Source: an optimization exercise on an open RTL-to-GDS flow (aim: small area, a short achievable clock period and few clock cycles per item). Production flows keep margins and buffers that such runs may drop. RTL that was checked went through simulation tests only; none was proved equivalent to the original. Power is estimated from default activity; no workload was simulated.

Design crc_core, start of the top module:
module crc_core (
    input  wire        clk,
    input  wire        rst,
    input  wire        cmd_valid,
    output wire        cmd_ready,
    input  wire [31:0] cmd_word,
    output reg         resp_valid,
    input  wire        resp_ready,
    output wire [7:0]  resp_status,
    output reg  [63:0] resp_data
);
Size in the first run: about 160 flip-flops, about 110 I/O pins, roughly 7300 um2 of cells after synthesis.
==> module crc_core, before the edit <==
module crc_core (
    input  wire        clk,
    input  wire        rst,
    input  wire        cmd_valid,
    output wire        cmd_ready,
    input  wire [31:0] cmd_word,
    output reg         resp_valid,
    input  wire        resp_ready,
    output wire [7:0]  resp_status,
    output reg  [63:0] resp_data
);
    localparam [7:0] OP_CRC_INIT       = 8'h01;
    localparam [7:0] OP_CRC_UPDATE     = 8'h02;
    localparam [7:0] OP_CRC_READ       = 8'h03;
    localparam [7:0] OP_CRC_TABLE_READ = 8'h04;
    wire [7:0]  op  = cmd_word[7:0];
    wire [7:0]  a   = cmd_word[15:8];
    wire [15:0] off = cmd_word[31:16];
    wire is_init   = (op == OP_CRC_INIT)       && (off == 16'd0) && (a == 8'd0);
    wire is_update = (op == OP_CRC_UPDATE)     && (off == 16'd0);
    wire is_read   = (op == OP_CRC_READ)       && (off == 16'd0) && (a == 8'd0);
    wire is_table  = (op == OP_CRC_TABLE_READ) && (off == 16'd0);
    wire [3:0] in_f = {is_update, is_init, is_read, is_table};
    reg        h_v, s_v;
    reg [3:0]  h_f, s_f;
    reg [7:0]  h_x, s_a;
    assign cmd_ready = !s_v;
    wire take   = cmd_valid && !s_v;
    wire adv    = h_v && (!resp_valid || resp_ready);    
    wire h_free = adv || !h_v;
    wire e_upd  = h_f[3];
    wire e_init = h_f[2];
    wire e_read = h_f[1];
    wire e_tbl  = h_f[0];
    reg  [63:0] crc_s;
    wire [63:0] t_val;
    crc_engine u_engine (
        .x (h_x),
        .t (t_val)
    );
    wire s_set  = rst || (adv && e_init);
    wire s_step = adv && e_upd;
    always @(posedge clk) begin
        if (s_set)
            crc_s <= 64'hFFFFFFFFFFFFFFFF;
        else if (s_step)
            crc_s <= (crc_s >> 8) ^ t_val;
    end
    wire       n_use = s_v ? s_f[3] : op[1];    
    wire [7:0] n_a   = s_v ? s_a : a;
    wire [7:0] n_s   = s_set ? 8'hFF : (s_step ? crc_s[15:8] : crc_s[7:0]);
    wire [7:0] n_pre = n_a ^ (n_s & {8{n_use}});
    wire [7:0] n_x   = n_pre ^ (t_val[7:0] & {8{n_use && s_step && !s_set}});
    always @(posedge clk) begin
        if (rst) begin
            h_v <= 1'b0;
            s_v <= 1'b0;
        end else begin
            if (h_free) begin
                h_v <= s_v || take;
                h_f <= s_v ? s_f : in_f;
                h_x <= n_x;
                s_v <= 1'b0;
            end else if (take) begin
                s_v <= 1'b1;
                s_f <= in_f;
                s_a <= a;
            end
        end
    end
    reg st_ill;
    assign resp_status = {7'd0, st_ill};
    always @(posedge clk) begin
        if (rst) begin
            resp_valid <= 1'b0;
        end else if (adv) begin
            resp_valid <= 1'b1;
            st_ill     <= !(e_upd || e_init || e_read || e_tbl);
            resp_data  <= ({64{e_read}} & ~crc_s) | ({64{e_tbl}} & t_val);
        end else if (resp_ready) begin
            resp_valid <= 1'b0;
        end
    end
endmodule
clock: 8.0 ns
lec_check: 0
cap_margin: 20
core_margin: 2
core_utilization: 55
cts_buf_list: sky130_fd_sc_hd__clkbuf_4 sky130_fd_sc_hd__clkbuf_8
slew_margin: 20
synth_hierarchical: 1
synth_minimum_keep_size: 0
standard.sh (not shown) runs the stock make flow with config.mk's settings and CLKGATE_MAP_FILE= SYNTH_SCRIPT=/design/flow/synth_recipe.tcl, a recipe that flattens the netlist after the stock synthesis.
==> flow/flow/run.sh <==
#!/bin/bash
set -euo pipefail
export BUFFER_PORTS_ARGS="-buffer_cell sky130_fd_sc_hd__buf_1"
export SETUP_SLACK_MARGIN=5.3
bash standard.sh > standard_make.log 2>&1
Change:
--- a/flow/design.v
+++ b/flow/design.v
@@ -140,37 +140,13 @@
     wire is_update = (op == OP_CRC_UPDATE)     && (off == 16'd0);
     wire is_read   = (op == OP_CRC_READ)       && (off == 16'd0) && (a == 8'd0);
     wire is_table  = (op == OP_CRC_TABLE_READ) && (off == 16'd0);
-    wire [3:0] in_f = {is_update, is_init, is_read, is_table};
+    wire [11:0] in_e = {is_update, is_init, is_read, is_table, a};
     reg        h_v, s_v;
-    reg [3:0]  h_f, s_f;
-    reg [7:0]  h_x, s_a;
+    reg [11:0] h_e, s_e;
     assign cmd_ready = !s_v;
-    wire take   = cmd_valid && !s_v;
-    wire adv    = h_v && (!resp_valid || resp_ready);    
+    wire take  = cmd_valid && !s_v;
+    wire adv   = h_v && (!resp_valid || resp_ready);    
     wire h_free = adv || !h_v;
-    wire e_upd  = h_f[3];
-    wire e_init = h_f[2];
-    wire e_read = h_f[1];
-    wire e_tbl  = h_f[0];
-    reg  [63:0] crc_s;
-    wire [63:0] t_val;
-    crc_engine u_engine (
-        .x (h_x),
-        .t (t_val)
-    );
-    wire s_set  = rst || (adv && e_init);
-    wire s_step = adv && e_upd;
-    always @(posedge clk) begin
-        if (s_set)
-            crc_s <= 64'hFFFFFFFFFFFFFFFF;
-        else if (s_step)
-            crc_s <= (crc_s >> 8) ^ t_val;
-    end
-    wire       n_use = s_v ? s_f[3] : op[1];    
-    wire [7:0] n_a   = s_v ? s_a : a;
-    wire [7:0] n_s   = s_set ? 8'hFF : (s_step ? crc_s[15:8] : crc_s[7:0]);
-    wire [7:0] n_pre = n_a ^ (n_s & {8{n_use}});
-    wire [7:0] n_x   = n_pre ^ (t_val[7:0] & {8{n_use && s_step && !s_set}});
     always @(posedge clk) begin
         if (rst) begin
             h_v <= 1'b0;
@@ -178,15 +154,30 @@
         end else begin
             if (h_free) begin
                 h_v <= s_v || take;
-                h_f <= s_v ? s_f : in_f;
-                h_x <= n_x;
+                h_e <= s_v ? s_e : in_e;
                 s_v <= 1'b0;
             end else if (take) begin
                 s_v <= 1'b1;
-                s_f <= in_f;
-                s_a <= a;
+                s_e <= in_e;
             end
         end
+    end
+    wire       e_upd  = h_e[11];
+    wire       e_init = h_e[10];
+    wire       e_read = h_e[9];
+    wire       e_tbl  = h_e[8];
+    wire [7:0] e_a    = h_e[7:0];
+    reg  [63:0] crc_s;
+    wire [63:0] t_val;
+    crc_engine u_engine (
+        .x (e_a ^ (crc_s[7:0] & {8{e_upd}})),
+        .t (t_val)
+    );
+    always @(posedge clk) begin
+        if (rst || (adv && e_init))
+            crc_s <= 64'hFFFFFFFFFFFFFFFF;
+        else if (adv && e_upd)
+            crc_s <= (crc_s >> 8) ^ t_val;
     end
     reg st_ill;
     assign resp_status = {7'd0, st_ill};
Outcome:
- The new run finished with timing, DRC and antenna clean
- design area increases by 3.7%
- core utilization increases by 4.3 points
- die area decreases by 0.65%
- routed wire length rises by 1.5%
- power came out higher by 5.0%
- combinational power climbs by 28%
- maximum frequency rises by 5.5%
Testbench counts after the change, summed over its fixed seeds: cycles 9,227, commands 9,211.
The RTL of the first run of this note was laid out without a check of its function.

========
P:
crc_core, a different RTL version from the one above (not shown whole).
Size: about 110 I/O pins, ~7400 µm² of cells after synthesis.
==> module crc_core, before the edit <==
module crc_core (
    input  wire        clk,
    input  wire        rst,
    input  wire        cmd_valid,
    output wire        cmd_ready,
    input  wire [31:0] cmd_word,
    output reg         resp_valid,
    input  wire        resp_ready,
    output wire [7:0]  resp_status,
    output reg  [63:0] resp_data
);
    localparam [7:0] OP_CRC_INIT       = 8'h01;
    localparam [7:0] OP_CRC_UPDATE     = 8'h02;
    localparam [7:0] OP_CRC_READ       = 8'h03;
    localparam [7:0] OP_CRC_TABLE_READ = 8'h04;
    wire [7:0]  op  = cmd_word[7:0];
    wire [7:0]  a   = cmd_word[15:8];
    wire [15:0] off = cmd_word[31:16];
    wire [4:0] in_f = {op == OP_CRC_UPDATE,
                       (op == OP_CRC_INIT) && (a == 8'd0),
                       (op == OP_CRC_READ) && (a == 8'd0),
                       op == OP_CRC_TABLE_READ,
                       off == 16'd0};
    reg        h_v, s_v;
    reg        rdy;           
    reg [4:0]  h_f, s_f;
    reg [7:0]  h_x, s_a;
    assign cmd_ready = rdy;
    wire take   = cmd_valid && rdy;
    wire adv    = h_v && (!resp_valid || resp_ready);    
    wire h_free = adv || !h_v;
    wire e_upd  = h_f[4] && h_f[0];
    wire e_init = h_f[3] && h_f[0];
    wire e_read = h_f[2] && h_f[0];
    wire e_tbl  = h_f[1] && h_f[0];
    reg  [63:0] crc_s;
    wire [63:0] t_val;
    crc_engine u_engine (
        .x (h_x),
        .t (t_val)
    );
    wire s_set  = rst || (adv && e_init);
    wire s_step = adv && e_upd;
    always @(posedge clk) begin
        if (s_set)
            crc_s <= 64'hFFFFFFFFFFFFFFFF;
        else if (s_step)
            crc_s <= (crc_s >> 8) ^ t_val;
    end
    wire       n_use = s_v ? s_f[4] : op[1];    
    wire [7:0] n_a   = s_v ? s_a : a;
    wire [7:0] n_s   = s_set ? 8'hFF : (s_step ? crc_s[15:8] : crc_s[7:0]);
    wire [7:0] n_pre = n_a ^ (n_s & {8{n_use}});
    wire [7:0] n_x   = n_pre ^ (t_val[7:0] & {8{n_use && s_step && !s_set}});
    always @(posedge clk) begin
        if (rst) begin
            h_v <= 1'b0;
            s_v <= 1'b0;
            rdy <= 1'b1;
        end else begin
            if (h_free) begin
                h_v <= s_v || take;
                h_f <= s_v ? s_f : in_f;
                h_x <= n_x;
                s_v <= 1'b0;
                rdy <= 1'b1;
            end else if (take) begin
                s_v <= 1'b1;
                rdy <= 1'b0;
                s_f <= in_f;
                s_a <= a;
            end
        end
    end
    reg st_ill;
    assign resp_status = {7'd0, st_ill};
    always @(posedge clk) begin
        if (rst) begin
            resp_valid <= 1'b0;
        end else if (adv) begin
            resp_valid <= 1'b1;
            st_ill     <= !(e_upd || e_init || e_read || e_tbl);
            resp_data  <= ({64{e_read}} & ~crc_s) | ({64{e_tbl}} & t_val);
        end else if (resp_ready) begin
            resp_valid <= 1'b0;
        end
    end
endmodule
export LEC_CHECK = 0
export CAP_MARGIN = 20
export CORE_MARGIN = 2
export CORE_UTILIZATION = 55
export CTS_BUF_LIST = sky130_fd_sc_hd__clkbuf_4 sky130_fd_sc_hd__clkbuf_8
export PLACE_DENSITY = 0.75
export SLEW_MARGIN = 20
export SYNTH_HIERARCHICAL = 1
export SYNTH_MINIMUM_KEEP_SIZE = 0
create_clock -name core_clock -period 8.0 [get_ports {clk}]
==> flow/flow/run.sh <==
#!/bin/bash
set -euo pipefail
export BUFFER_PORTS_ARGS="-buffer_cell sky130_fd_sc_hd__buf_1"
export SETUP_SLACK_MARGIN=5.45
bash standard.sh > standard_make.log 2>&1
The flow did not stop early for P: all stages ran, and the layout cleared the timing, DRC and antenna checks.
Testbench counts of P, summed over its fixed seeds: cycles 9,227, commands 9,211.
[inputs] Q vs P
--- a/flow/design.v
+++ b/flow/design.v
@@ -159,21 +159,44 @@
         .x (h_x),
         .t (t_val)
     );
     wire s_set  = rst || (adv && e_init);
     wire s_step = adv && e_upd;
-    always @(posedge clk) begin
-        if (s_set)
-            crc_s <= 64'hFFFFFFFFFFFFFFFF;
-        else if (s_step)
-            crc_s <= (crc_s >> 8) ^ t_val;
-    end
+    wire        n_set  = !s_set;
+    wire        n_step = !s_step;
+    wire        n_rd   = !e_read;
+    wire [63:0] s_sh   = crc_s >> 8;
+    wire [63:0] s_d;
+    wire [63:0] r_d;
+    genvar b;
+    generate
+        for (b = 0; b < 64; b = b + 1) begin : g_bit
+            wire u, nu, nh, nt;
+            crc_xor2  u_u (.a(s_sh[b]), .b(t_val[b]), .y(u));
+            crc_nand2 u_a (.a(s_step), .b(u), .y(nu));
+            crc_nand2 u_h (.a(n_step), .b(crc_s[b]), .y(nh));
+            crc_nand3 u_d (.a(n_set), .b(nu), .c(nh), .y(s_d[b]));
+            crc_nand2 u_t (.a(e_tbl), .b(t_val[b]), .y(nt));
+            crc_o21ai u_r (.a1(n_rd), .a2(crc_s[b]), .b1(nt), .y(r_d[b]));
+        end
+    endgenerate
+    always @(posedge clk)
+        crc_s <= s_d;
     wire       n_use = s_v ? s_f[4] : op[1];    
     wire [7:0] n_a   = s_v ? s_a : a;
     wire [7:0] n_s   = s_set ? 8'hFF : (s_step ? crc_s[15:8] : crc_s[7:0]);
     wire [7:0] n_pre = n_a ^ (n_s & {8{n_use}});
-    wire [7:0] n_x   = n_pre ^ (t_val[7:0] & {8{n_use && s_step && !s_set}});
+    wire       n_tg  = n_use && s_step && !s_set;
+    wire [7:0] n_x;
+    genvar g;
+    generate
+        for (g = 0; g < 8; g = g + 1) begin : g_nx
+            wire nt;
+            crc_nand2 u_n (.a(t_val[g]), .b(n_tg), .y(nt));
+            crc_xnor2 u_x (.a(n_pre[g]), .b(nt), .y(n_x[g]));
+        end
+    endgenerate
     always @(posedge clk) begin
         if (rst) begin
             h_v <= 1'b0;
             s_v <= 1'b0;
             rdy <= 1'b1;
@@ -198,11 +221,23 @@
         if (rst) begin
             resp_valid <= 1'b0;
         end else if (adv) begin
             resp_valid <= 1'b1;
             st_ill     <= !(e_upd || e_init || e_read || e_tbl);
-            resp_data  <= ({64{e_read}} & ~crc_s) | ({64{e_tbl}} & t_val);
+            resp_data  <= r_d;
         end else if (resp_ready) begin
             resp_valid <= 1'b0;
         end
     end
 endmodule
+module crc_nand2 (input wire a, b, output wire y);
+    assign y = ~(a & b);
+endmodule
+module crc_xnor2 (input wire a, b, output wire y);
+    assign y = ~(a ^ b);
+endmodule
+module crc_nand3 (input wire a, b, c, output wire y);
+    assign y = ~(a & b & c);
+endmodule
+module crc_o21ai (input wire a1, a2, b1, output wire y);
+    assign y = ~((a1 | a2) & b1);
+endmodule
## What came out
- Fraction of the yosys area taken by sequential cells: Q vs P down 1.3 points
- Re share of total power consumed by net switching: Q and P aren't equal, and the higher value belongs to Q.
- Placement row count was lower in the run labelled P.
- Per the comparison of Q with P, global-route wire length before repair increased by about 9% relative to the old numbers; wire length on met3 grew by 19%; multi-input gate count moved up; pin count of the biggest net entering global routing down 38%.
- Q vs. P: met2 wirelength from detailed routing went up by 10%.
- Relative area change from synthesis to final layout up 3.6 points in Q wrt P
- Q vs P: ratio of final minimum period to clock period up
- For the via count, Q came in 420 higher than P did.
No functional check of the RTL was part of Q.

========
crc_core, a different RTL version from the one above (not shown whole).
Size: roughly 160 flip-flops, roughly 110 I/O pins, about 7400 sq um of cells after synthesis.
==> flow/design.v (excerpt) <==
module crc_core (
    input  wire        clk,
    input  wire        rst,
    input  wire        cmd_valid,
    output wire        cmd_ready,
    input  wire [31:0] cmd_word,
    output reg         resp_valid,
    input  wire        resp_ready,
    output wire [7:0]  resp_status,
    output reg  [63:0] resp_data
);
==> module crc_core, before the edit <==
module crc_core (
    input  wire        clk,
    input  wire        rst,
    input  wire        cmd_valid,
    output wire        cmd_ready,
    input  wire [31:0] cmd_word,
    output reg         resp_valid,
    input  wire        resp_ready,
    output wire [7:0]  resp_status,
    output reg  [63:0] resp_data
);
    localparam [7:0] OP_CRC_INIT       = 8'h01;
    localparam [7:0] OP_CRC_UPDATE     = 8'h02;
    localparam [7:0] OP_CRC_READ       = 8'h03;
    localparam [7:0] OP_CRC_TABLE_READ = 8'h04;
    wire [7:0]  op  = cmd_word[7:0];
    wire [7:0]  a   = cmd_word[15:8];
    wire [15:0] off = cmd_word[31:16];
    wire [4:0] in_f = {op == OP_CRC_UPDATE,
                       (op == OP_CRC_INIT) && (a == 8'd0),
                       (op == OP_CRC_READ) && (a == 8'd0),
                       op == OP_CRC_TABLE_READ,
                       off == 16'd0};
    reg        h_v, s_v;
    reg [4:0]  h_f, s_f;
    reg [7:0]  h_x, s_a;
    assign cmd_ready = !s_v;
    wire take   = cmd_valid && !s_v;
    wire adv    = h_v && (!resp_valid || resp_ready);    
    wire h_free = adv || !h_v;
    wire e_upd  = h_f[4] && h_f[0];
    wire e_init = h_f[3] && h_f[0];
    wire e_read = h_f[2] && h_f[0];
    wire e_tbl  = h_f[1] && h_f[0];
    reg  [63:0] crc_s;
    wire [63:0] t_val;
    crc_engine u_engine (
        .x (h_x),
        .t (t_val)
    );
    wire s_set  = rst || (adv && e_init);
    wire s_step = adv && e_upd;
    always @(posedge clk) begin
        if (s_set)
            crc_s <= 64'hFFFFFFFFFFFFFFFF;
        else if (s_step)
            crc_s <= (crc_s >> 8) ^ t_val;
    end
    wire       n_use = s_v ? s_f[4] : op[1];    
    wire [7:0] n_a   = s_v ? s_a : a;
    wire [7:0] n_s   = s_set ? 8'hFF : (s_step ? crc_s[15:8] : crc_s[7:0]);
    wire [7:0] n_pre = n_a ^ (n_s & {8{n_use}});
    wire [7:0] n_x   = n_pre ^ (t_val[7:0] & {8{n_use && s_step && !s_set}});
    always @(posedge clk) begin
        if (rst) begin
            h_v <= 1'b0;
            s_v <= 1'b0;
        end else begin
            if (h_free) begin
                h_v <= s_v || take;
                h_f <= s_v ? s_f : in_f;
                h_x <= n_x;
                s_v <= 1'b0;
            end else if (take) begin
                s_v <= 1'b1;
                s_f <= in_f;
                s_a <= a;
            end
        end
    end
    reg st_ill;
    assign resp_status = {7'd0, st_ill};
    always @(posedge clk) begin
        if (rst) begin
            resp_valid <= 1'b0;
        end else if (adv) begin
            resp_valid <= 1'b1;
            st_ill     <= !(e_upd || e_init || e_read || e_tbl);
            resp_data  <= ({64{e_read}} & ~crc_s) | ({64{e_tbl}} & t_val);
        end else if (resp_ready) begin
            resp_valid <= 1'b0;
        end
    end
endmodule
clock: 8.0 ns
lec_check: 0
cap_margin: 20
core_margin: 2
core_utilization: 55
cts_buf_list: sky130_fd_sc_hd__clkbuf_4 sky130_fd_sc_hd__clkbuf_8
place_density: 0.75
slew_margin: 20
synth_hierarchical: 1
synth_minimum_keep_size: 0
==> flow/flow/run.sh <==
#!/bin/bash
set -euo pipefail
export BUFFER_PORTS_ARGS="-buffer_cell sky130_fd_sc_hd__buf_1"
export SETUP_SLACK_MARGIN=5.3
bash standard.sh > standard_make.log 2>&1
Then changed:
--- a/flow/design.v
+++ b/flow/design.v
@@ -135,24 +135,24 @@
     localparam [7:0] OP_CRC_TABLE_READ = 8'h04;
     wire [7:0]  op  = cmd_word[7:0];
     wire [7:0]  a   = cmd_word[15:8];
     wire [15:0] off = cmd_word[31:16];
-    wire [4:0] in_f = {op == OP_CRC_UPDATE,
-                       (op == OP_CRC_INIT) && (a == 8'd0),
-                       (op == OP_CRC_READ) && (a == 8'd0),
-                       op == OP_CRC_TABLE_READ,
-                       off == 16'd0};
+    wire is_init   = (op == OP_CRC_INIT)       && (off == 16'd0) && (a == 8'd0);
+    wire is_update = (op == OP_CRC_UPDATE)     && (off == 16'd0);
+    wire is_read   = (op == OP_CRC_READ)       && (off == 16'd0) && (a == 8'd0);
+    wire is_table  = (op == OP_CRC_TABLE_READ) && (off == 16'd0);
+    wire [3:0] in_f = {is_update, is_init, is_read, is_table};
     reg        h_v, s_v;
-    reg [4:0]  h_f, s_f;
+    reg [3:0]  h_f, s_f;
     reg [7:0]  h_x, s_a;
     assign cmd_ready = !s_v;
     wire take   = cmd_valid && !s_v;
     wire adv    = h_v && (!resp_valid || resp_ready);    
     wire h_free = adv || !h_v;
-    wire e_upd  = h_f[4] && h_f[0];
-    wire e_init = h_f[3] && h_f[0];
-    wire e_read = h_f[2] && h_f[0];
-    wire e_tbl  = h_f[1] && h_f[0];
+    wire e_upd  = h_f[3];
+    wire e_init = h_f[2];
+    wire e_read = h_f[1];
+    wire e_tbl  = h_f[0];
     reg  [63:0] crc_s;
     wire [63:0] t_val;
     crc_engine u_engine (
         .x (h_x),
@@ -165,9 +165,9 @@
             crc_s <= 64'hFFFFFFFFFFFFFFFF;
         else if (s_step)
             crc_s <= (crc_s >> 8) ^ t_val;
     end
-    wire       n_use = s_v ? s_f[4] : op[1];    
+    wire       n_use = s_v ? s_f[3] : op[1];    
     wire [7:0] n_a   = s_v ? s_a : a;
     wire [7:0] n_s   = s_set ? 8'hFF : (s_step ? crc_s[15:8] : crc_s[7:0]);
     wire [7:0] n_pre = n_a ^ (n_s & {8{n_use}});
     wire [7:0] n_x   = n_pre ^ (t_val[7:0] & {8{n_use && s_step && !s_set}});
What happened: Design area came out lower slightly. Final cell count came out lower slightly. Sequential share of layout area stays flat. Clock skew stays flat. Global-route usage came out higher by 0.61 points. Non-clock buffer count came out lower by 5. Power came out higher by a few percent. Fmax came out lower by a few percent. Sequential power came out higher by a few percent. Via count stays flat. Critical path depth came out higher by 3. Setup slack degrades by 0.058 ns. Clock-buffer cell count came out higher by 4. Wire length hardly moves.
No functional check of the RTL was part of any run of this note.

## re-timing with driven ports
The flow's constraints put no driver on any port. The routed layouts listed below were extracted and timed again, unchanged, in two steps. Step 1 assumes that a clkbuf_16 drives the clock port and a buf_2 every other input. Step 2 moves the port delays by t, midway between the first and last clock arrival at a register: inputs arrive t later, outputs are due t later. That takes back most of the time a late clock gives input paths. a / b / c = ideal / step 1 / step 2; a / b = the first two.
run | t, ns | setup WS [ns] | latest minus earliest clock arrival (ns) | worst slew at a driven data input, ns
the first run of note 1 | 0.487 | 5.213 / 5.231 / 4.744 | 0.014 / 0.014 | 0.04
the second run of note 1 | 0.482 | 5.358 / 5.318 / 4.916 | 0.010 / 0.010 | 0.03
P | 0.498 | 5.407 / 5.369 / 5.059 | 0.012 / 0.012 | 0.03
Q | 0.497 | 5.382 / 5.346 / 5.000 | 0.012 / 0.012 | 0.04
the first run of note 3 | 0.495 | 5.270 / 5.233 / 4.904 | 0.014 / 0.014 | 0.03
the second run of note 3 | 0.480 | 5.212 / 5.226 / 4.745 | 0.016 / 0.015 | 0.04
After both steps every run listed still meets setup and hold. The setup slack of the first run of note 1, which loses most, moves by +0.018 ns with the drivers and by -0.469 ns with both steps.
